Background: an optimization exercise with open tools, aiming at small area, a short achievable clock period and few clock cycles per item. Do not read the settings as production practice.
Function was checked by simulation only, so behaviour that the tests miss may differ from the original.
Power and IR drop assume default switching activity.

==> flow/design.v <==
module rbc #(
    parameter integer N_RX        = 32,
    parameter integer N_TX        = 32,
    parameter [7:0]   ESC_CHAR    = 8'h1B,
    parameter [7:0]   CANCEL_CHAR = 8'h18
) (
    input  wire        clk,
    input  wire        rst,
    input  wire        f_cmd_valid,
    input  wire [15:0] f_cmd,
    output reg         f_cmd_ready,
    output reg         f_rsp_valid,
    output wire [15:0] f_rsp,
    input  wire        a_enter,
    input  wire        a_leave,
    output reg         a_active,
    input  wire        a_cmd_valid,
    input  wire [15:0] a_cmd,
    output wire        a_cmd_ready,
    output reg         a_rsp_valid,
    output wire [15:0] a_rsp,
    input  wire        rx_valid,
    input  wire [7:0]  rx_byte,
    output reg         rx_ready,
    output reg         tx_valid,
    output reg  [7:0]  tx_byte,
    input  wire        tx_ready,
    output reg         cancel_pulse,
    output wire        cancel_pend
);
    localparam [7:0] CR = 8'h0D;
    localparam [7:0] LF = 8'h0A;
    localparam [3:0] OP_NOP = 4'h0, OP_RD = 4'h1, OP_WR = 4'h2, OP_RXPOP = 4'h3,
                     OP_TXPUSH = 4'h4, OP_RXEMPTY = 4'h5, OP_TXFULL = 4'h6,
                     OP_FSTEP = 4'h7, OP_CTLR = 4'h8, OP_CTLS = 4'h9, OP_CTLC = 4'hA,
                     OP_STAT = 4'hB, OP_CACK = 4'hC, OP_PTRR = 4'hD;
    wire [255:0] rx_flat, tx_flat;    
    reg [4:0] rx_head, rx_tail;
    reg [4:0] tx_head, tx_tail;
    reg       tx_ne;                  
    reg escf;
    reg cpend;
    reg rxie, txie, crlf, imask;
    reg [10:0] rsp;
    assign f_rsp = {5'b00000, rsp};
    assign a_rsp = {5'b00000, rsp};
    wire [7:0] ctrl = {4'b0000, imask, crlf, txie, rxie};
    wire rx_empty = (rx_head == rx_tail);
    wire rx_full  = (rx_head + 5'd1 == rx_tail);
    wire tx_full  = (tx_head + 5'd1 == tx_tail);
    wire tx_full2 = (tx_head + 5'd2 == tx_tail);    
    wire tx_last  = (tx_tail + 5'd1 == tx_head);    
    assign a_cmd_ready = a_active;
    wire   accept      = a_active ? a_cmd_valid : f_cmd_valid;
    wire [15:0] w      = a_active ? a_cmd : f_cmd;
    wire   a_open      = a_enter && !a_active && !imask && !f_cmd_valid;
    wire   a_close     = a_leave &&  a_active && !a_cmd_valid;
    wire   rxp_step    = rx_valid && rx_ready;
    wire   txc_step    = tx_valid && tx_ready;
    assign cancel_pend = cpend;
    wire [3:0] op = w[15:12];
    wire [7:0] d  = w[7:0];
    wire z_ok  = (w[11:8] == 4'h0);
    wire d_z   = (d == 8'h00);
    wire is_nop    = (op == OP_NOP);
    wire is_rd     = (op == OP_RD) || (op == OP_RXPOP);
    wire is_wr     = (op == OP_WR);
    wire is_txpush = (op == OP_TXPUSH);
    wire is_rxemp  = (op == OP_RXEMPTY);
    wire is_txful  = (op == OP_TXFULL);
    wire is_fstep  = (op == OP_FSTEP);
    wire is_ctlr   = (op == OP_CTLR);
    wire is_ctls   = (op == OP_CTLS);
    wire is_ctlc   = (op == OP_CTLC);
    wire is_stat   = (op == OP_STAT);
    wire is_cack   = (op == OP_CACK);
    wire is_ptrr   = (op == OP_PTRR);
    wire no_operand = is_nop || is_rd || is_rxemp || is_txful || is_ctlr || is_stat || is_cack;
    wire legal = z_ok && (op[3:1] != 3'b111) &&
                 !(no_operand && !d_z) && !(is_ptrr && (d[7:3] != 5'd0));
    wire go = accept && legal;
    wire acc_z     = accept && z_ok;
    wire go_wr     = acc_z && is_wr;
    wire go_txpush = acc_z && is_txpush;
    wire go_fstep  = acc_z && is_fstep;
    wire go_ctls   = acc_z && is_ctls;
    wire go_ctlc   = acc_z && is_ctlc;
    wire go_rd     = acc_z && is_rd && d_z;
    wire go_cack   = acc_z && is_cack && d_z;
    wire f_cancel = escf && (d == CANCEL_CHAR);
    wire f_none   = !escf && (d == ESC_CHAR);
    wire f_lit    = !f_cancel && !f_none;
    wire crlf_ins = crlf && (d == LF);
    wire push1 = !tx_full && ((go_wr && f_lit) || go_txpush);
    wire push2 = go_wr && crlf_ins && !tx_full && !tx_full2;
    wire [7:0] tx_d1 = (is_wr && crlf_ins) ? CR : d;
    reg       pw1, pw2;
    reg [4:0] pw_slot;
    reg [7:0] pw_data;
    always @(posedge clk) begin
        pw1     <= push1;
        pw2     <= push2;
        pw_slot <= tx_head;
        pw_data <= tx_d1;
    end
    wire [7:0] tx_d_even = pw_slot[0] ? LF : pw_data;
    wire [7:0] tx_d_odd  = pw_slot[0] ? pw_data : LF;
    wire [4:0]   tx_tail1 = tx_tail + 5'd1;
    wire [255:0] tx_rot = {tx_flat[7:0], tx_flat[255:8]};
    wire [7:0]   tx_m1  = tx_rot[{tx_tail, 3'b000} +: 8];
    wire [7:0]   tx_q1  = (pw1 && pw_slot  == tx_tail1) ? pw_data :
                          (pw2 && pw_slot  == tx_tail)  ? LF : tx_m1;
    wire [7:0] rx_q = rx_flat[{rx_tail, 3'b000} +: 8];
    wire [7:0] ptr_sel = (d[1:0] == 2'd0) ? {3'b000, tx_head} :
                         (d[1:0] == 2'd1) ? {3'b000, tx_tail} :
                         (d[1:0] == 2'd2) ? {3'b000, rx_tail} :
                                            {3'b000, rx_head};
    wire [7:0] ptr_val = d[2] ? (ptr_sel ^ (ptr_sel >> 1)) : ptr_sel;
    wire [7:0] status = {4'b0000, cpend, escf, tx_full ? 1'b0 : 1'b1, !rx_empty};
    wire l_rd    = z_ok && is_rd && d_z;
    wire l_push  = z_ok && is_txpush;
    wire l_rxemp = z_ok && is_rxemp && d_z;
    wire l_txful = z_ok && is_txful && d_z;
    wire l_fstep = z_ok && is_fstep;
    wire l_ctl   = z_ok && ((is_ctlr && d_z) || is_ctls || is_ctlc);
    wire l_stat  = z_ok && is_stat && d_z;
    wire l_cack  = z_ok && is_cack && d_z;
    wire l_ptrr  = z_ok && is_ptrr && (d[7:3] == 5'd0);
    wire [10:0] rsp_next =
        {1'b0, !legal, 9'h000} |
        ({11{l_rd && !rx_empty}}    & {3'b001, rx_q}) |
        ({11{l_push && !tx_full}}   & 11'h100) |
        ({11{l_rxemp && rx_empty}}  & 11'h100) |
        ({11{l_txful && tx_full}}   & 11'h100) |
        ({11{l_fstep && f_cancel}}  & 11'h400) |
        ({11{l_fstep && f_lit}}     & {3'b001, d}) |
        ({11{l_ctl}}                & {3'b001, ctrl}) |
        ({11{l_stat}}               & {3'b001, status}) |
        ({11{l_cack && cpend}}      & 11'h100) |
        ({11{l_ptrr}}               & {3'b001, ptr_val});
    genvar gi;
    generate
        for (gi = 0; gi < 32; gi = gi + 1) begin : g_slot
            wire tx_we1 = pw1 && (pw_slot == gi);
            wire tx_we2 = pw2 && (pw_slot == (gi + 31) % 32);    
            reg [7:0] tq, rq;
            always @(posedge clk) begin
                if (tx_we1 || tx_we2) tq <= (gi % 2 == 0) ? tx_d_even : tx_d_odd;
                if (rxp_step && !rx_full && (rx_head == gi)) rq <= rx_byte;
            end
            assign tx_flat[8*gi +: 8] = tq;
            assign rx_flat[8*gi +: 8] = rq;
        end
    endgenerate
    wire a_active_n = a_open ? 1'b1 : a_close ? 1'b0 : a_active;
    reg [3:0] ctrl_n;     
    always @(*) begin
        ctrl_n = {imask, crlf, txie | (go_wr && f_lit && !tx_full), rxie};
        if (go_ctls) ctrl_n = ctrl[3:0] | d[3:0];
        if (go_ctlc) ctrl_n = ctrl[3:0] & ~d[3:0];
    end
    wire tx_ne_n = push1 || (tx_ne && !(txc_step && tx_last));
    always @(posedge clk) begin
        if (rst) begin
            rx_head <= 5'd0; rx_tail <= 5'd0;
            tx_head <= 5'd0; tx_tail <= 5'd0;
            tx_ne <= 1'b0;
            escf <= 1'b0; cpend <= 1'b0;
            rxie <= 1'b0; txie <= 1'b0; crlf <= 1'b1; imask <= 1'b0;
            a_active <= 1'b0; f_cmd_ready <= 1'b1;
            rx_ready <= 1'b0; tx_valid <= 1'b0;
            f_rsp_valid <= 1'b0; a_rsp_valid <= 1'b0;
            cancel_pulse <= 1'b0;
        end else begin
            f_rsp_valid  <= accept && !a_active;
            a_rsp_valid  <= accept &&  a_active;
            cancel_pulse <= (go_wr || go_fstep) && f_cancel;
            a_active    <= a_active_n;
            f_cmd_ready <= !a_active_n;
            {imask, crlf, txie, rxie} <= ctrl_n;
            rx_ready <= !a_active_n && !ctrl_n[3] && ctrl_n[0];
            tx_valid <= !a_active_n && !ctrl_n[3] && ctrl_n[1] && tx_ne_n;
            tx_ne    <= tx_ne_n;
            if (rxp_step && !rx_full) rx_head <= rx_head + 5'd1;
            if (txc_step) tx_tail <= tx_tail + 5'd1;
            if (go_rd && !rx_empty) rx_tail <= rx_tail + 5'd1;
            if (push2) tx_head <= tx_head + 5'd2;
            else if (push1) tx_head <= tx_head + 5'd1;
            if (go_wr || go_fstep) begin
                escf <= f_none;
                if (f_cancel) cpend <= 1'b1;
            end
            if (go_cack) cpend <= 1'b0;
        end
    end
    always @(posedge clk) begin
        if (!tx_ne || (txc_step && tx_last)) tx_byte <= tx_d1;
        else if (txc_step) tx_byte <= tx_q1;
    end
    always @(posedge clk) rsp <= rsp_next;
endmodule
==> flow/flow/run.sh <==
#!/bin/bash
set -euo pipefail
export BUFFER_PORTS_ARGS="-buffer_cell sky130_fd_sc_hd__buf_1"
bash standard.sh > standard_flow.log 2>&1
==> flow/standard.sh <==
#!/bin/bash
# synth_recipe.tcl (not shown) runs the flow's synth.tcl, then flattens the netlist and writes it again
# the make line also repeats each setting of config.mk as NAME=value (left out here)
make -C /OpenROAD-flow-scripts/flow DESIGN_CONFIG=/design/flow/config.mk WORK_HOME=/design/flow/orfs CLKGATE_MAP_FILE= SYNTH_SCRIPT=/design/flow/synth_recipe.tcl "${@:-finish}"
==> flow/config.mk <==
export PLATFORM = sky130hd
export DESIGN_NAME = rbc
export DESIGN_NICKNAME = rbc
export VERILOG_FILES = /design/flow/design.v
export SDC_FILE = /design/flow/constraint.sdc
export NUM_CORES = 4
export LEC_CHECK = 0
export CAP_MARGIN = 20
export CORE_MARGIN = 2
export CORE_UTILIZATION = 40
export CTS_CLUSTER_DIAMETER = 100
export CTS_CLUSTER_SIZE = 30
export PLACE_DENSITY = 0.6
export SETUP_SLACK_MARGIN = 5
export SLEW_MARGIN = 20
==> flow/constraint.sdc <==
create_clock -name core_clock -period 8.0 [get_ports {clk}]
set_input_delay 1.6000 -clock core_clock [delete_from_list [all_inputs] [get_ports {clk}]]
set_output_delay 1.6000 -clock core_clock [all_outputs]
set_load 0.01 [all_outputs]
==> results.json, run 1 <==
{
  "outcome": "complete, no violations",
  "critical_path.reg2reg.endpoint": "tx_byte[1]",
  "clockBufferDepth": 3,
  "maxSlewHeadroom": 0.247,
  "timing.clock.skew_ps": 15.2,
  "clkSinkCount": 580,
  "layout.cells.non_filler": 2318,
  "cts.hold.buffers_added": 0,
  "power.total_mw": 4.93,
  "cts_max_level": 1,
  "routed_wirelength_um": 59100,
  "place.detailed.instances": 2257,
  "reg2reg_depth": 8,
  "final_critical_path_setup_slack_ps": 5070,
  "dr.first_iter.drc_count": 1457,
  "grt_first_pass_wirelength_um": 86400,
  "gp_routability_congestion": 0.855,
  "post-route-min-period_ps": 2930,
  "power.density_cell_area_nw_per_um2": 184,
  "synthTopCellsByArea": "edfxtp_1, mux4_2, dfxtp_1",
  "synth_edf_count": 520,
  "synth_area_um2": 24600,
  "fmax_mhz": 341,
  "postSynth.topFlopCell": "edfxtp_1",
  "crit_required_ps": 8510,
  "end_kind": "register",
  "grt_start_max_net_pins": 53,
  "whs_ps": 510,
  "vias": 13300,
  "worstSetupStartpointType": "input pin",
  "power.ir.vdd_worst_v": 0.000136,
  "drt_drc_violations_left": 0,
  "via_count_of_the_first_global_routing_pass": 13100,
  "critical-path-max-stage-delay_ps": 510,
  "crit_path_start": "a_cmd[0]",
  "cts-buffers-inserted": 23,
  "cts_root_buf": "clkbuf_16",
  "yosysMostFrequentCell": "edfxtp_1",
  "synth_common_cells": "edfxtp_1, mux4_2, nor2_1",
  "leakage_nw": 8.36,
  "clk_latency_ps": 580,
  "register_area_share_after_synthesis": 0.684,
  "floorplan.die.width_um": 252,
  "synth-seq-cells": 580,
  "rsz0062_at_grt": "true",
  "critPathArrivalTime_ps": 3440,
  "hold_path_class": "register to register",
  "hold_depth": 0,
  "drt.antenna.violating_nets": 0,
  "worstMarginPinSlew_ps": 1130,
  "slowest_stage": "mux4_2",
  "die-area_um2": 63500,
  "endpoint": "tx_head[2]",
  "area_delta_synth_final_pct": 9.05,
  "detailedRoute.firstPassIterationCount": 5,
  "cts_tree": "done",
  "setup.worst_path.class": "input pin to register",
  "ys_warn_count": 1,
  "wire_per_inst_um": 25.5,
  "maxCapViolations": 0,
  "boundaryPins": 97,
  "path_cells": "clkbuf_2, or2_4, mux4_2, or3b_4, and2_1, nand3b_1, a31oi_1",
  "drive_above_1_share": 0.206,
  "dpl.hpwl_um": 38000,
  "nets": 1577,
  "totalNegativeSetupSlack_ps": 0,
  "setup_violations": 0,
  "via_per_inst": 5.74,
  "grtUsageTotal": 0.183,
  "synth.top_cell.area_share": 0.635,
  "start_util": 0.406,
  "ys_async_sr_fraction": 0,
  "count_of_final_hold_check_violations": 0,
  "crit_path_max_fanout": 7,
  "synth_top_cell_by_area": "edfxtp_1",
  "fin_crit_sh": 0.366,
  "placement.io_buffers": 86,
  "num-fill-cells": 5250,
  "crit-reg2reg-launch": "tx_tail[1]",
  "die_height_um": 252,
  "slew_violations": 0,
  "grt_antenna_before_repair": 0,
  "worst-r2r-setup-slack_ps": 5170,
  "path_clk_slew_ps": 110,
  "placementRows": 90,
  "synth.distinct_cells": 80,
  "post_synth_inst_count": 1456,
  "preCtsSetupSlack_ps": 4160,
  "core_area_um2": 60600,
  "grt-ovfl-total": 0,
  "synth.avg_cell_area_um2": 16.9
}
## state kept, by name, summed over array words and instances (netlist names), 5 cells and up
name       count
g_slot.rq    256
g_slot.tq    256
rsp           11
pw_data        8
tx_byte        8
pw_slot        5
rx_head        5
rx_tail        5
tx_head        5
tx_tail        5
## final cells by class
class                   instances  area, µm²  area share
flip-flops and latches        580      16800       0.628
multi-input cells             770       7510       0.280
well taps                     782        978      0.0365
repair buffers                129        754      0.0281
clock buffers                  38        632      0.0236
inverters                      15       60.1     0.00224
clock inverters                 3       47.5     0.00177
diodes                          1       2.50   0.0000933
## cell usage in the layout, fill, tap and decap left out, types with 10 or more instances in the layout
master,count
a21oi_1,23
a22oi_1,21
and2_1,15
and2_2,17
and3_1,10
buf_1,82
buf_4,33
clkbuf_1,15
clkbuf_16,23
conb_1,10
dfxtp_1,51
edfxtp_1,520
inv_1,14
mux2_2,21
mux2i_1,50
mux4_2,133
nand2_1,62
nand2b_1,13
nand3_1,25
nor2_1,74
nor2b_1,16
nor3_1,18
nor3b_1,13
o21ai_0,22
o22ai_1,14
xnor2_1,15
xor2_1,21
## through the flow
stage | util | cell area, µm²
floorplan | - | 24700
global placement | 0.424 | 25700
detailed placement | 0.424 | 25700
CTS | 0.439 | 26600
global route | 0.443 | 26800
finish | 0.443 | 26800
## where the power goes
part	leakage, nW	switching, mW	internal, mW
logic	2.60	0.108	0.0439
clock network	0.324	0.891	0.588
registers	5.43	0.00692	3.29
total	8.36	1.01	3.93
## critical path, delay by kind of cell
kind / cells / cell delay [ps]
multiplexers: 1 / 510
AO/OA/AOI/OAI: 1 / 160
buffers and inverters: 1 / 140
AND/OR/NAND/NOR: 4 / 1020
## logic make-up (layout without fill, tap and decap cells)
kind of cell               Yosys count  after routing  share of synthesized area
other                                1             11                   0.000152
DFF                                580            580                      0.684
xor gates and xnor gates            38             38                     0.0141
AOI/OAI and AO/OA                  154            154                     0.0445
muxes                              206            206                      0.153
and+or+nand+nor                    352            352                     0.0765
buffers and inverters              115            185                     0.0235
adders and majority gates           10             10                    0.00509
## worst min path at each step
| stage | startpoint | to | slack (ps) |
|---|---|---|---|
| final | tx_head[3] | pw_slot[3] | 510 |
| after global routing | tx_head[4] | pw_slot[4] | 540 |
| after CTS | tx_head[3] | pw_slot[3] | 500 |
| after detailed placement | tx_head[3] | pw_slot[3] | 480 |
| after global placement | tx_head[3] | pw_slot[3] | 490 |
| after floorplan | tx_head[1] | pw_slot[1] | 370 |
## layer usage
layer	vias to the layer above	GRT usage	wire length, µm
met1	6893	0.268	26100
met3	54	0.0206	3800
met4	0	0.0379	1100
met2	487	0.296	28100
met5	-	0	0
li1	5861	-	-
## repair_timing
action | in CTS | in global routing
setup endpoints to repair | 280 | 213
pin swaps | 1 | 7
hold endpoints to repair | 0 | 0
buffers inserted | 4 | 15
gates resized for setup | 52 | 22
Testbench counts, summed over its fixed seeds: cycles 77,611, commands 38,712.
==> run 2: changes to the inputs <==
--- a/flow/design.v
+++ b/flow/design.v
@@ -95,5 +95,5 @@
     wire push2 = go_wr && crlf_ins && !tx_full && !tx_full2;
     wire [7:0] tx_d1 = (is_wr && crlf_ins) ? CR : d;
-    reg       pw1, pw2;
+    reg       pw1, pw2, byp1, byp2;
     reg [4:0] pw_slot;
     reg [7:0] pw_data;
@@ -101,4 +101,6 @@
         pw1     <= push1;
         pw2     <= push2;
+        byp1    <= push1 && tx_last;
+        byp2    <= push2 && !tx_ne;
         pw_slot <= tx_head;
         pw_data <= tx_d1;
@@ -106,9 +108,7 @@
     wire [7:0] tx_d_even = pw_slot[0] ? LF : pw_data;
     wire [7:0] tx_d_odd  = pw_slot[0] ? pw_data : LF;
-    wire [4:0]   tx_tail1 = tx_tail + 5'd1;
     wire [255:0] tx_rot = {tx_flat[7:0], tx_flat[255:8]};
     wire [7:0]   tx_m1  = tx_rot[{tx_tail, 3'b000} +: 8];
-    wire [7:0]   tx_q1  = (pw1 && pw_slot  == tx_tail1) ? pw_data :
-                          (pw2 && pw_slot  == tx_tail)  ? LF : tx_m1;
+    wire [7:0]   tx_q1  = byp1 ? pw_data : byp2 ? LF : tx_m1;
     wire [7:0] rx_q = rx_flat[{rx_tail, 3'b000} +: 8];
     wire [7:0] ptr_sel = (d[1:0] == 2'd0) ? {3'b000, tx_head} :
--- a/flow/config.mk
+++ b/flow/config.mk
@@ -8,8 +8,8 @@
 export CAP_MARGIN = 20
 export CORE_MARGIN = 2
-export CORE_UTILIZATION = 40
+export CORE_UTILIZATION = 45
 export CTS_CLUSTER_DIAMETER = 100
-export CTS_CLUSTER_SIZE = 30
-export PLACE_DENSITY = 0.6
+export CTS_CLUSTER_SIZE = 24
+export PLACE_DENSITY = 0.65
 export SETUP_SLACK_MARGIN = 5
 export SLEW_MARGIN = 20
==> run 2 against run 1 <==
- still clean
- wire length is 7.2% lower
- non-clock buffer count grew 15
- sequential share of layout area hardly changed
- critical endpoint is now tx_head[0]
- via count shrank 5.0%
- cell count fell by 7.2%
- count of clock-buffer cells in the layout up 12
- power increased by 2.8%
- hold slack worse by 27 ps
- sequential cell count increased by 2
- synthesized area shrank 1.8%
- setup slack worse by 100 ps
==> results.json, run 2 <==
{
  "detailedRoute.firstPassIterationCount": 5,
  "post_synth_inst_count": 1355,
  "synth_area_um2": 24200,
  "ys_async_sr_fraction": 0,
  "crit-reg2reg-launch": "tx_tail[1]",
  "clockBufferDepth": 3,
  "cell_internal_pwr_mw": 4.04,
  "cts_root_buf": "clkbuf_16",
  "grt_start_max_net_pins": 56,
  "sequential_cell_area_um2": 16900,
  "largestRegisters": "g_slot.rq (256), g_slot.tq (256), rsp (11)",
  "clock_power_share": 0.316,
  "area_delta_synth_final_pct": 11.2,
  "clkSinkCount": 582,
  "grt_antenna_before_repair": 1,
  "placementRows": 84,
  "crit_required_ps": 8540,
  "drive_above_1_share": 0.252,
  "end_kind": "register",
  "rsz0062_at_grt": "true",
  "fmax_mhz": 330,
  "post-route-min-period_ps": 3030,
  "grt-ovfl-total": 0,
  "floorplan.die.width_um": 236,
  "worstSetupStartpointType": "input pin",
  "synth.avg_cell_area_um2": 17.8,
  "maxCapViolations": 0,
  "dr.first_iter.drc_count": 1369,
  "routed_wirelength_um": 54800,
  "most-common-layout-cells": "edfxtp_1, mux4_2, buf_1",
  "maxSlewHeadroom": 0.271,
  "hold_path_end": "pw_slot[4]",
  "synth.distinct_cells": 67,
  "netSwitchingPower_mw": 1.03,
  "power.switching_fraction": 0.202,
  "totalNegativeSetupSlack_ps": 0,
  "count_of_final_hold_check_violations": 0,
  "start_util": 0.457,
  "path_clk_slew_ps": 110,
  "via_per_inst": 5.87,
  "grtUsageTotal": 0.195,
  "worstMarginPinSlew_ps": 1090,
  "leakage_nw": 7.99,
  "leading_cell_type_in_the_layout_fill_and_taps_excluded": "edfxtp_1",
  "synth.top_cell.area_share": 0.646,
  "ys_warn_count": 1,
  "wire_per_inst_um": 25.5,
  "gp_routability_congestion": 0.868,
  "drt.antenna.violating_nets": 0,
  "register_area_share_after_synthesis": 0.698,
  "dpl.hpwl_um": 34500,
  "reg2reg_depth": 6,
  "p_seq_frac": 0.653,
  "num-fill-cells": 4274,
  "slew_violations": 0,
  "hold_depth": 0,
  "boundaryPins": 97,
  "placement.io_buffers": 86,
  "synth_top_cell_by_area": "edfxtp_1",
  "nets": 1499,
  "drt_drc_violations_left": 0,
  "cts_max_level": 1,
  "setup_violations": 0,
  "critical_path.reg2reg.endpoint": "tx_byte[0]",
  "power.ir.vdd_worst_v": 0.000172,
  "core_area_um2": 52900,
  "yosysMostFrequentCell": "edfxtp_1",
  "fin_crit_sh": 0.379,
  "power.density_cell_area_nw_per_um2": 189,
  "combPwrFrac": 0.031,
  "finish.utilization": 0.508,
  "via_count_of_the_first_global_routing_pass": 12600,
  "crit_path_max_fanout": 10,
  "synthTopCellsByArea": "edfxtp_1, mux4_2, dfxtp_1",
  "num_antenna_cells": 0,
  "synth_common_cells": "edfxtp_1, mux4_2, nor2_1",
  "die_height_um": 236,
  "setup.worst_path.class": "input pin to register",
  "timing.clock.skew_ps": 34.4,
  "hold_path_class": "register to register",
  "cts_tree": "done",
  "multi_input_comb_area_um2": 7300,
  "die-area_um2": 55600,
  "grt_first_pass_wirelength_um": 81800,
  "postSynth.topFlopCell": "edfxtp_1",
  "vias": 12600,
  "cts-buffers-inserted": 28,
  "critPathArrivalTime_ps": 3570,
  "worst-r2r-setup-slack_ps": 5080,
  "clk_latency_ps": 600,
  "outcome": "complete, no violations",
  "timing.hold.worst.start": "tx_head[4]",
  "synth-seq-cells": 582,
  "synth_edf_count": 520
}
-- run 2: cell type report --
type,count,share of cell area
sequential,582,0.628
multi-input combinational,670,0.272
timing repair buffer,144,0.0355
tap,688,0.0320
clock buffer,50,0.0300
inverter,15,0.00209
clock inverter,2,0.000838
-- run 2: kinds of logic after synthesis --
logic type	synth area share
buf+inv	0.0232
compound gates	0.0307
fa+ha+maj	0.00518
mux	0.169
xor+xnor	0.0133
simple gates	0.0608
flops	0.698
other cells	0.000155
-- run 2: critical path: stages --
cell and delay (ps):
clkbuf_2 160, or3b_4 430, o2bb2ai_4 160, o21bai_1 190, a211o_1 350, buf_4 170, or3_1 340, a21oi_2 160
-- run 2: per-stage QoR --
step / hold slack [ps] / setup WS [ps] / std cells / total power, mW / instance area, µm²
2_1_floorplan: 329 / 4540 / 1364 / 3.45 / 24500
3_3_place_gp: 423 / 4210 / 2063 / 3.51 / 25300
3_5_place_dp: 426 / 4150 / 2063 / 3.52 / 25300
4_1_cts: 478 / 5000 / 2133 / 5.09 / 26600
5_1_grt: 513 / 4950 / 2151 / 5.22 / 26900
6_report: 483 / 4970 / 2151 / 5.07 / 26900
-- run 2: power groups by stage --
stage | logic [mW] | registers (mW) | clock network, mW
2_1_floorplan | 0.0696 | 3.38 | 0
3_5_place_dp | 0.138 | 3.38 | 0
6_report | 0.157 | 3.31 | 1.60
3_3_place_gp | 0.133 | 3.38 | 0
5_1_grt | 0.169 | 3.31 | 1.74
4_1_cts | 0.144 | 3.31 | 1.64
-- run 2: layer usage --
layer,global-route usage,vias to the layer above,wire (µm)
met1,0.287,6612,24300
met5,0,-,0
met3,0.0308,63,3560
met4,0.0413,0,1070
met2,0.310,412,26000
li1,-,5547,-
-- run 2: timing repair --
item / in CTS / in global routing
buffers inserted: 17 / 16
hold buffers: 0 / 0
resized for setup: 48 / 36
setup endpoints to repair: 267 / 260
pin swaps: 4 / 12
gates cloned: 1 / 2
-- run 2: worst max path at each step --
| stage | start | endpoint | slack, ps | cells past startpoint |
|---|---|---|---|---|
| 2_1_floorplan | f_cmd[12] | tx_head[2] | 4540 | 7 |
| 3_3_place_gp | f_cmd[5] | rsp[2] | 4210 | 7 |
| 3_5_place_dp | f_cmd[6] | rsp[2] | 4150 | 7 |
| 4_1_cts | rx_head[0] | g_slot[1].rq[7] | 5000 | 9 |
| 5_1_grt | a_cmd[12] | tx_head[0] | 4950 | 8 |
| 6_report | f_cmd[12] | tx_head[0] | 4970 | 8 |
Testbench counts of run 2, summed over its fixed seeds: cycles 77,611, commands 38,712.
==> run 3: changes to the inputs <==
--- a/flow/config.mk
+++ b/flow/config.mk
@@ -8,8 +8,8 @@
 export CAP_MARGIN = 20
 export CORE_MARGIN = 2
-export CORE_UTILIZATION = 45
+export CORE_UTILIZATION = 55
 export CTS_CLUSTER_DIAMETER = 100
 export CTS_CLUSTER_SIZE = 24
-export PLACE_DENSITY = 0.65
+export PLACE_DENSITY = 0.75
 export SETUP_SLACK_MARGIN = 5
 export SLEW_MARGIN = 20
==> run 3 against run 2 <==
- still clean
- core utilization is 11 points higher
- power down 0.14%
- clock power about the same
- maximum frequency shrank 0.49%
- sequential share of layout area increased by 0.21 points
- combinational power barely moved
- clock skew decreased by 10 ps
- design area is 0.36% lower
- wire length fell by 0.84%
- sequential cell count unchanged
- via count increased by 1.7%
- setup slack worse by 15 ps
==> results.json, run 3 <==
{
  "grt_util_met1": 0.348,
  "yosys.area_share.simple": 0.0608,
  "drive_above_1_share": 0.252,
  "synthXorXnorAreaFrac": 0.0133,
  "synth.distinct_cells": 67,
  "placementRows": 76,
  "critPathBufInv": 1,
  "sequential_cell_area_um2": 16900,
  "via_count_of_the_first_global_routing_pass": 12600,
  "wire_per_inst_um": 26.5,
  "power.switching_fraction": 0.201,
  "gp_routability_congestion": 0.935,
  "cts_max_level": 1,
  "dr.first_iter.drc_count": 1377,
  "clock_power_share": 0.315,
  "total_non_filler_cell_area_in_the_finished_layout_um2": 26800,
  "synth-seq-cells": 582,
  "slew_violations": 0,
  "area_delta_synth_final_pct": 10.8,
  "end_kind": "register",
  "combPwrFrac": 0.031,
  "p_seq_frac": 0.654,
  "hold_path_class": "register to register",
  "clockBufferDepth": 3,
  "slowest_stage": "or4_4",
  "yosys.area_share.adder": 0.00518,
  "nets": 1503,
  "rsz0062_at_grt": "true",
  "setup.worst_path.class": "input pin to register",
  "placedInstanceArea_um2": 25200,
  "leakage_nw": 8.03,
  "largestRegisters": "g_slot.rq (256), g_slot.tq (256), rsp (11)",
  "die_height_um": 214,
  "outcome": "complete, no violations",
  "gr-usage-met3": 0.0290,
  "yosysMostFrequentCell": "edfxtp_1",
  "routed_wirelength_um": 54400,
  "setup_violations": 0,
  "worstSetupStartpointType": "input pin",
  "cell_internal_pwr_mw": 4.04,
  "synth_compound_area_frac": 0.0307,
  "crit_required_ps": 8530,
  "cts-buffers-inserted": 28,
  "post-route-min-period_ps": 3050,
  "floorplan.die.width_um": 214,
  "met2_usage": 0.393,
  "synth_common_cells": "edfxtp_1, mux4_2, nor2_1",
  "worstMarginPinSlew_ps": 958,
  "path_cells": "buf_1, or4_4, o22a_4, a211o_4, or4b_4, a31oi_4",
  "ys_warn_count": 1,
  "ys_async_sr_fraction": 0,
  "die-area_um2": 45600,
  "drt_drc_violations_left": 0,
  "hold_depth": 1,
  "place.detailed.instances": 1962,
  "critPathArrivalTime_ps": 3580,
  "synth.avg_cell_area_um2": 17.8,
  "leading_cell_type_in_the_layout_fill_and_taps_excluded": "edfxtp_1",
  "power.density_cell_area_nw_per_um2": 189,
  "core_area_um2": 43300,
  "layout.cells.non_filler": 2052,
  "via_per_inst": 6.26,
  "grt-ovfl-total": 0,
  "gr-max-usage-layer": "met2",
  "timing.hold.worst.start": "tx_ne",
  "maxCapViolations": 0,
  "grt_antenna_before_repair": 0,
  "multi_input_comb_area_um2": 7300,
  "placement.io_buffers": 86,
  "reg2reg_depth": 6,
  "num-fill-cells": 2998,
  "most-common-layout-cells": "edfxtp_1, mux4_2, nor2_1, buf_1, nand2_1",
  "maxSlewHeadroom": 0.359,
  "finish.utilization": 0.619,
  "post_synth_inst_count": 1355,
  "synthTopCellsByArea": "edfxtp_1, mux4_2, dfxtp_1",
  "worst-r2r-setup-slack_ps": 5060,
  "postSynth.topFlopCell": "edfxtp_1",
  "whs_ps": 492,
  "register_area_share_after_synthesis": 0.698,
  "num_antenna_cells": 0,
  "fmax_mhz": 328,
  "dpl.hpwl_um": 34500,
  "synth_edf_count": 520,
  "synthMuxAreaShare": 0.169,
  "crit_path_max_fanout": 4,
  "cts.hold.buffers_added": 0,
  "clkSinkCount": 582,
  "grtUsageTotal": 0.241,
  "hold_path_end": "byp2",
  "power.ir.vdd_worst_v": 0.000243,
  "critical-path-max-stage-delay_ps": 580,
  "synth_top_family_by_area": "multiplexers",
  "clk_latency_ps": 600,
  "synth.top_cell.area_share": 0.646,
  "cts_tree": "done",
  "boundaryPins": 97,
  "netSwitchingPower_mw": 1.02,
  "start_util": 0.559,
  "drt.antenna.violating_nets": 0,
  "count_of_final_hold_check_violations": 0,
  "critical_path.reg2reg.endpoint": "rsp[0]",
  "crit-reg2reg-launch": "rx_tail[1]",
  "fin_crit_sh": 0.381,
  "timing.critical_path.max_delay_family": "simple AND/OR/NAND/NOR gates",
  "detailedRoute.firstPassIterationCount": 5,
  "synth_area_um2": 24200,
  "path_clk_slew_ps": 100,
  "vias": 12800,
  "grt_start_max_net_pins": 71,
  "cts_root_buf": "clkbuf_16",
  "grt_first_pass_wirelength_um": 80200,
  "synth_top_cell_by_area": "edfxtp_1",
  "timing.clock.skew_ps": 24.0,
  "totalNegativeSetupSlack_ps": 0
}
==> run 3: cell counts after synthesis <==
Identical to the previous run, type by type.
==> run 3: cell type report <==
class	count	share of cell area
Tap cell	585	0.0273
Timing Repair Buffer	149	0.0369
Inverter	15	0.00210
Multi-Input combinational cell	669	0.273
Clock buffer	50	0.0300
Clock inverter	2	0.000841
Sequential cell	582	0.630
==> run 3: routing by layer <==
layer  vias to the layer above  part of all wire
met3                        90             0.070
met1                      6655              0.41
li1                       5544                 -
met5                         -                 0
met2                       558              0.49
met4                         0             0.030
==> run 3: per-stage QoR <==
step	total power, mW	setup WS (ps)
after floorplan	3.45	4540
after global placement	3.51	4250
after detailed placement	3.52	4250
after CTS	5.07	4770
after global routing	5.19	4960
final	5.06	4950
==> run 3: worst max path at each step <==
stage	slack (ps)	from	cells past startpoint	end
after detailed placement	4250	f_cmd[12]	7	tx_head[4]
after CTS	4770	rx_head[1]	8	g_slot[12].rq[6]
after floorplan	4540	f_cmd[12]	7	tx_head[2]
after global placement	4250	f_cmd[12]	7	tx_head[4]
after global routing	4960	f_cmd[0]	8	rsp[3]
final	4950	a_cmd[8]	6	tx_head[2]
==> run 3: power by group through the flow <==
stage | Combinational, mW | Clock, mW | Sequential, mW
finish | 0.159 | 1.59 | 3.31
global route | 0.170 | 1.71 | 3.31
CTS | 0.144 | 1.61 | 3.31
detailed placement | 0.138 | 0 | 3.38
global placement | 0.134 | 0 | 3.38
floorplan | 0.0696 | 0 | 3.38
==> run 3: logic make-up after synthesis <==
group | count (synthesis)
AO/OA/AOI/OAI | 109
AND/OR/NAND/NOR | 298
other | 1
buffers and inverters | 113
adder cells (fa/ha/maj) | 10
multiplexers | 207
flip-flops | 582
XOR/XNOR | 35
==> run 3: worst reg2reg max path, delay by kind of cell (launching register included) <==
family | cells | cell delay (ps)
buffers and inverters | 1 | 460
flip-flops | 1 | 660
multiplexers | 3 | 1200
AND/OR/NAND/NOR | 2 | 510
==> run 3: timing repair <==
| action | CTS | global route |
|---|---|---|
| resized for setup | 35 | 55 |
| cloned | 1 | 0 |
| endpoints found under the setup margin | 262 | 264 |
| buffers inserted | 18 | 19 |
| pin swaps | 4 | 12 |
==> run 4: changes to the inputs <==
--- a/flow/design.v
+++ b/flow/design.v
@@ -127,6 +127,9 @@
     wire l_cack  = z_ok && is_cack && d_z;
     wire l_ptrr  = z_ok && is_ptrr && (d[7:3] == 5'd0);
+    wire l_nop   = z_ok && is_nop && d_z;
+    wire l_any   = l_nop || (z_ok && is_wr) || l_rd || l_push || l_rxemp || l_txful || l_fstep ||
+                   l_ctl || l_stat || l_cack || l_ptrr;
     wire [10:0] rsp_next =
-        {1'b0, !legal, 9'h000} |
+        {1'b0, !l_any, 9'h000} |
         ({11{l_rd && !rx_empty}}    & {3'b001, rx_q}) |
         ({11{l_push && !tx_full}}   & 11'h100) |
==> run 4 against run 3 <==
- synthesized cell count decreased by 2.6%
- design area down 0.29%
- setup slack lost 150 ps
- wire length decreased by 2.7%
- clock power about the same
- largest cell class unchanged
- register-to-register slack worse by 20 ps
- power increased by 0.13%
- critical path type unchanged
- count of clock-buffer cells in the layout did not move
- core utilization about the same
- still clean on timing, DRC and antenna
- clock skew down 3.2 ps
- critical endpoint is now rx_tail[4]
- die area shrank 0.43%
==> results.json, run 4 <==
{
  "outcome": "complete, no violations",
  "setup.worst_path.class": "input pin to register",
  "ys_async_sr_fraction": 0,
  "timing.clock.skew_ps": 20.8,
  "synth.distinct_cells": 68,
  "crit_path_max_fanout": 7,
  "register_area_share_after_synthesis": 0.701,
  "synth_common_cells": "edfxtp_1, mux4_2, nor2_1",
  "num_antenna_cells": 0,
  "ys_warn_count": 1,
  "maxSlewHeadroom": 0.227,
  "clk_latency_ps": 600,
  "cts_root_buf": "clkbuf_16",
  "routed_wirelength_um": 52900,
  "core_area_um2": 43200,
  "fin_crit_sh": 0.400,
  "count_of_final_hold_check_violations": 0,
  "vias": 12600,
  "die_height_um": 213,
  "drt.antenna.violating_nets": 0,
  "post-route-min-period_ps": 3200,
  "drt_drc_violations_left": 0,
  "cts_tree": "done",
  "largestRegisters": "g_slot.rq (256), g_slot.tq (256), rsp (11)",
  "area_delta_synth_final_pct": 11.0,
  "placementRows": 76,
  "critPathArrivalTime_ps": 3680,
  "placedInstanceArea_um2": 25000,
  "hold_path_class": "register to register",
  "end_kind": "register",
  "placement.io_buffers": 86,
  "post_synth_inst_count": 1320,
  "synth_top_cell_by_area": "edfxtp_1",
  "power.density_cell_area_nw_per_um2": 190,
  "clockBufferDepth": 3,
  "drive_above_1_share": 0.271,
  "worstSetupStartpointType": "input pin",
  "boundaryPins": 97,
  "die-area_um2": 45400,
  "grtUsageTotal": 0.233,
  "synthTopCellsByArea": "edfxtp_1, mux4_2, dfxtp_1",
  "via_count_of_the_first_global_routing_pass": 12500,
  "wire_per_inst_um": 26.2,
  "grt_util_met1": 0.341,
  "dpl.hpwl_um": 32800,
  "floorplan.die.width_um": 213,
  "yosysMostFrequentCell": "edfxtp_1",
  "worstMarginPinSlew_ps": 1160,
  "via_per_inst": 6.23,
  "reg2reg_depth": 8,
  "fmax_mhz": 313,
  "maxCapViolations": 0,
  "final_critical_path_setup_slack_ps": 4800,
  "leakage_nw": 8.40,
  "synth_edf_count": 520,
  "start_util": 0.557,
  "rsz0062_at_grt": "true",
  "grt_first_pass_wirelength_um": 77600,
  "synth-seq-cells": 582,
  "cts.hold.buffers_added": 0,
  "detailedRoute.firstPassIterationCount": 5,
  "totalNegativeSetupSlack_ps": 0,
  "multi_input_comb_area_um2": 7220,
  "clkSinkCount": 582,
  "slew_violations": 0,
  "synth.avg_cell_area_um2": 18.2,
  "gr-usage-met3": 0.0384,
  "cts_max_level": 1,
  "cts-buffers-inserted": 28,
  "preCtsSetupSlack_ps": 3970,
  "synth_area_um2": 24100,
  "gr-max-usage-layer": "met2",
  "grt_start_max_net_pins": 60,
  "dr.first_iter.drc_count": 1517,
  "postSynth.topFlopCell": "edfxtp_1",
  "crit_required_ps": 8480,
  "grt-ovfl-total": 0,
  "nets": 1468,
  "setup_violations": 0,
  "sequential_cell_area_um2": 16900,
  "most-common-layout-cells": "edfxtp_1, mux4_2, buf_1",
  "path_clk_slew_ps": 100,
  "met2_usage": 0.369,
  "total_non_filler_cell_area_in_the_finished_layout_um2": 26700,
  "power.ir.vdd_worst_v": 0.000219,
  "leading_cell_type_in_the_layout_fill_and_taps_excluded": "edfxtp_1",
  "grt_antenna_before_repair": 0,
  "gp_routability_congestion": 0.874,
  "hold_depth": 0,
  "synth.top_cell.area_share": 0.649,
  "num-fill-cells": 2962
}
[run 4: worst paths after layout]
path	start	to	slack, ps
setup reg to reg	rx_head[0]	g_slot[29].rq[4]	5040
setup / recovery	a_cmd[8]	rx_tail[4]	4800
hold / removal	tx_head[4]	pw_slot[4]	450
hold reg to reg	tx_head[4]	pw_slot[4]	450
[run 4: routing by layer]
metal  share of wire  wire length, µm
met1            0.41            21700
met2            0.47            25000
met3           0.091             4810
met4           0.027             1430
met5               0                0
[run 4: logic make-up (layout without fill, tap and decap cells)]
group                    after synthesis  in the layout  share of synthesized area
adder cells (fa/ha/maj)               10             10                    0.00520
multiplexers                         206            206                      0.170
AO/OA/AOI/OAI                        103            103                     0.0288
other                                  1             10                   0.000156
XOR/XNOR                              34             34                     0.0127
buffers and inverters                108            211                     0.0218
AND/OR/NAND/NOR                      276            276                     0.0606
flip-flops                           582            582                      0.701
[run 4: repair_timing]
| action | 4_1_cts | 5_1_grt |
|---|---|---|
| endpoints found under the setup margin | 281 | 274 |
| buffers inserted | 20 | 11 |
| pin swaps | 17 | 22 |
| cloned | 0 | 2 |
| gates resized for setup | 92 | 58 |
[run 4: where the power goes]
part | switching (mW) | leakage (nW) | internal, mW | total, mW
Sequential | 0.00555 | 5.48 | 3.30 | 3.31
Clock | 0.891 | 0.404 | 0.723 | 1.61
Combinational | 0.102 | 2.52 | 0.0417 | 0.143
Total | 0.999 | 8.40 | 4.07 | 5.07
[run 4: worst max-delay path: stages]
cell	delay, ps
buf_1	70
or4b_4	540
o22ai_4	190
buf_6	150
nand2_4	60
or4_4	570
nor4b_4	290
xnor2_1	150
nor2_1	60
[run 4: area by class of cell]
| type | count | share of cell area |
|---|---|---|
| flip-flops and latches | 582 | 0.632 |
| repair buffers | 142 | 0.0361 |
| clock buffers | 50 | 0.0301 |
| multi-input cells | 639 | 0.270 |
| inverters | 17 | 0.00239 |
| well taps | 585 | 0.0274 |
| clock inverters | 2 | 0.00173 |
[run 4: through the flow]
step / util / total power, mW / hold WS (ps) / instances
global placement: 0.579 / 3.50 / 424 / 1930
detailed placement: 0.579 / 3.50 / 414 / 1930
global route: 0.619 / 5.20 / 469 / 2017
CTS: 0.610 / 5.08 / 445 / 2002
floorplan: - / 3.44 / 326 / 1329
finish: 0.619 / 5.07 / 448 / 2017
Testbench counts of run 4, summed over its fixed seeds: cycles 77,611, commands 38,712.

==> separate check: timing with driven ports <==
The results above use ideal ports. As a check the final layouts listed here were re-extracted and re-timed, cells and wires unchanged.
Step 1: set_driving_cell puts a clkbuf_16 on clk and a buf_2 on each other input, an assumption about the parent block.
Step 2, shift: input delay + t, output delay - t, t = (earliest + latest rising clock arrival at the registers) / 2. This alone moves slack from input paths to output paths.
Slacks: ideal / step 1 / step 2; pairs: ideal / step 1.
run	t (ns)	slack for setup (ns)	clock arrival spread, ns	slew at the worst register clock pin (ns)	pins driven straight from the clock port
run 1	0.631	5.070 / 5.010 / 4.475	0.020 / 0.021	0.12 / 0.12	1
run 2	0.648	4.969 / 4.981 / 4.354	0.036 / 0.036	0.11 / 0.11	1
run 3	0.647	4.954 / 4.965 / 4.341	0.025 / 0.025	0.10 / 0.10	1
run 4	0.641	4.801 / 4.829 / 4.187	0.021 / 0.021	0.10 / 0.10	1
After both steps every run listed still meets setup and hold. The setup slack of run 2, which loses most, moves by +0.012 ns with the drivers and by -0.615 ns with both steps.
